This design comes from an exercise in tuning for small area on the open sky130 flow, not from production work.
The RTL was checked by simulation tests, not by an equivalence proof against the original design.
Power is estimated from default activity; no workload was simulated. The clock port is modelled as an ideal driver; clocking choices that lean on that would not hold on a real chip.

// gfe
module gfe #(
    parameter RXMAX = 128
) (
    input  wire        clk,
    input  wire        rst,
    input  wire        cmd_valid,
    output wire        cmd_ready,
    input  wire [23:0] cmd_word,
    output reg         rsp_valid,
    input  wire        rsp_ready,
    output reg  [3:0]  rsp_rc,
    output reg  [15:0] rsp_val,
    output reg  [2:0]  rsp_nout,
    output reg  [39:0] rsp_out
);
    localparam PB = 3;
    localparam NP = 1 << PB;
    localparam SB = 7 - PB;           
    localparam [7:0] OP_NOP     = 8'h00, OP_GET     = 8'h01,
                     OP_CRC_CLR = 8'h10, OP_CRC_PUT = 8'h11,
                     OP_ESC_PUT = 8'h20, OP_UNE_CLR = 8'h21,
                     OP_UNE_PUT = 8'h22, OP_UNE_END = 8'h23,
                     OP_TX_START = 8'h30, OP_TX_PUT = 8'h31,
                     OP_TX_END  = 8'h32, OP_TX_CLR  = 8'h33,
                     OP_RX_CLR  = 8'h40, OP_RX_PUT  = 8'h41,
                     OP_RX_END  = 8'h42, OP_RX_LD   = 8'h43;
    localparam [2:0] ST_FILL = 3'd0, ST_FRAME = 3'd1, ST_ACKD = 3'd2,
                     ST_EMPTY = 3'd3, ST_SHORT = 3'd4, ST_TYPE = 3'd5,
                     ST_CSUM = 3'd6, ST_OVFL = 3'd7;
    localparam [3:0] K_NONE  = 4'd0,    
                     K_GET   = 4'd1,    
                     K_ESC   = 4'd2,    
                     K_TXPUT = 4'd3,    
                     K_BYTE  = 4'd4,    
                     K_TXEND = 4'd5,    
                     K_CRC   = 4'd6,    
                     K_PUT   = 4'd7,    
  ...
Size: ~2100 cells after synthesis, about 93 I/O pins.
==> flow/config.mk <==
export PLATFORM = sky130hd
export DESIGN_NAME = gfe
export DESIGN_NICKNAME = gfe
export VERILOG_FILES = /design/flow/design.v
export SDC_FILE = /design/flow/constraint.sdc
export NUM_CORES = 4
export LEC_CHECK = 0
export CAP_MARGIN = 20
export CORE_MARGIN = 2
export CORE_UTILIZATION = 70
export CTS_CLUSTER_DIAMETER = 100
export CTS_CLUSTER_SIZE = 30
export PLACE_DENSITY = 0.75
export SLEW_MARGIN = 20
==> flow/constraint.sdc <==
create_clock -name core_clock -period 10.0 [get_ports {clk}]
set_input_delay 2.0000 -clock core_clock [delete_from_list [all_inputs] [get_ports {clk}]]
set_output_delay 2.0000 -clock core_clock [all_outputs]
set_load 0.01 [all_outputs]
run.sh (not shown) runs the stock make flow with config.mk's settings and CLKGATE_MAP_FILE= SYNTH_SCRIPT=/design/flow/synth_recipe.tcl, a recipe that flattens the netlist after the stock synthesis.
Edit:
- CORE_UTILIZATION: 70 -> 60
- PLACE_DENSITY: 0.75 -> 0.65
=>
- power is about the same
- sequential share of layout area fell by 0.41 points
- utilization fell by 11 points
- final area rose by 0.58%
- global-route usage fell by 7.6 points
- first-iteration DRC count fell by 20%
- worst hold slack gains 3.1 ps
- wire length fell by 12%
Edit:
==> flow/flow/run.sh (new file) <==
#!/bin/bash
set -euo pipefail
export BUFFER_PORTS_ARGS="-buffer_cell sky130_fd_sc_hd__buf_1"
export CTS_ARGS="-sink_clustering_enable -repair_clock_nets -dont_use_dummy_load -sink_clustering_size 30 -sink_clustering_max_diameter 100"
bash standard.sh > standard.log 2>&1
==> flow/standard.sh (new file) <==
#!/bin/bash
# synth_recipe.tcl (not shown) runs the flow's synth.tcl, then flattens the netlist and writes it again
# the make line also repeats each setting of config.mk as NAME=value (left out here)
make -C /OpenROAD-flow-scripts/flow DESIGN_CONFIG=/design/flow/config.mk WORK_HOME=/design/flow/orfs CLKGATE_MAP_FILE= SYNTH_SCRIPT=/design/flow/synth_recipe.tcl "${@:-finish}"
- CORE_UTILIZATION: 60 -> 70
- CTS_CLUSTER_DIAMETER: 100 -> not set
- CTS_CLUSTER_SIZE: 30 -> not set
- PLACE_DENSITY: 0.65 -> 0.75
removed: flow/run.sh
What happened: Setup slack improved by 500 ps. Global-route usage went up by 7.3 points. Hold slack got worse by 34 ps. Fmax went up by 7.7%. Non-clock buffer count went down by 2. Area after synthesis is unchanged. Synthesized cell count stays the same. Sequential share of layout area went up by 1.8 points. Clock skew went up by 48 ps. Via count went up by 3.7%. Die area went down by 14%.

========
== run A ==
Another version of the RTL of gfe (not shown whole).
Size in the first run: about 2000 cells after synthesis, about 1100 flip-flops, roughly 28000 µm² of cells after synthesis.
clock: 10.0 ns
lec_check: 0
cap_margin: 20
core_margin: 2
core_utilization: 70
place_density: 0.75
slew_margin: 20
standard.sh (not shown) runs the stock make flow with config.mk's settings and CLKGATE_MAP_FILE= SYNTH_SCRIPT=/design/flow/synth_recipe.tcl, a recipe that flattens the netlist after the stock synthesis.
==> flow/flow/run.sh <==
#!/bin/bash
set -euo pipefail
export BUFFER_PORTS_ARGS="-buffer_cell sky130_fd_sc_hd__buf_1"
export CTS_ARGS="-sink_clustering_enable -repair_clock_nets -dont_use_dummy_load -sink_clustering_size 28 -sink_clustering_max_diameter 60"
bash standard.sh > standard.log 2>&1
> inputs changed (run A -> run R)
==> flow/flow/run.sh <==
#!/bin/bash
set -euo pipefail
export BUFFER_PORTS_ARGS="-buffer_cell sky130_fd_sc_hd__buf_1"
export CTS_ARGS="-sink_clustering_enable -repair_clock_nets -dont_use_dummy_load -sink_clustering_size 30 -sink_clustering_max_diameter 100"
bash standard.sh > standard.log 2>&1
Results
No stage failed in run R, and the final checks on the layout all came back clean. Status: fraction of area in non-clock buffers parity (run R, run A). Run A → run R: setup slack higher; combinational power share roughly the same; routability congestion estimate roughly the same; via count lower; total met2 wirelength after detailed routing lower. Clock insertion delay at the later pin of the skew report: run R vs run A down 0.02 ns. Between run R and run A, global-route usage over all layers is higher for run A, run R comes in under that. Of run R and run A, it is run R that has the lower power dissipated by switching net loads.

static timing again, ports no longer ideal:
How much do the figures lean on ideal ports? The routed layouts below were timed once more, with nothing changed but the port constraints. Step 1 (the two cells are an assumption about what drives the block):
set clk [get_ports {clk}]
set_driving_cell -lib_cell sky130_fd_sc_hd__clkbuf_16 $clk
set_driving_cell -lib_cell sky130_fd_sc_hd__buf_2 [delete_from_list [all_inputs] $clk]
Step 2, shift: input delay + t, output delay - t, t = (earliest + latest rising clock arrival at the registers) / 2. This alone moves slack from input paths to output paths. Three values: ideal ports, drivers, drivers and shift; two values: the first two.
run | shift t [ns] | setup WS [ns] | hold slack, ns
the first run of note 1 | 0.670 | 3.139 / 3.080 / 3.742 | 0.322 / 0.322 / 0.322
the second run of note 1 | 0.665 | 3.072 / 3.012 / 3.678 | 0.325 / 0.325 / 0.325
the third run of note 1 | 0.637 | 3.569 / 3.509 / 4.146 | 0.291 / 0.291 / 0.291
run A | 0.643 | 3.200 / 3.143 / 3.787 | 0.270 / 0.270 / 0.270
run R | 0.640 | 3.204 / 3.145 / 3.785 | 0.289 / 0.289 / 0.289
After both steps setup and hold are still met in every run listed.
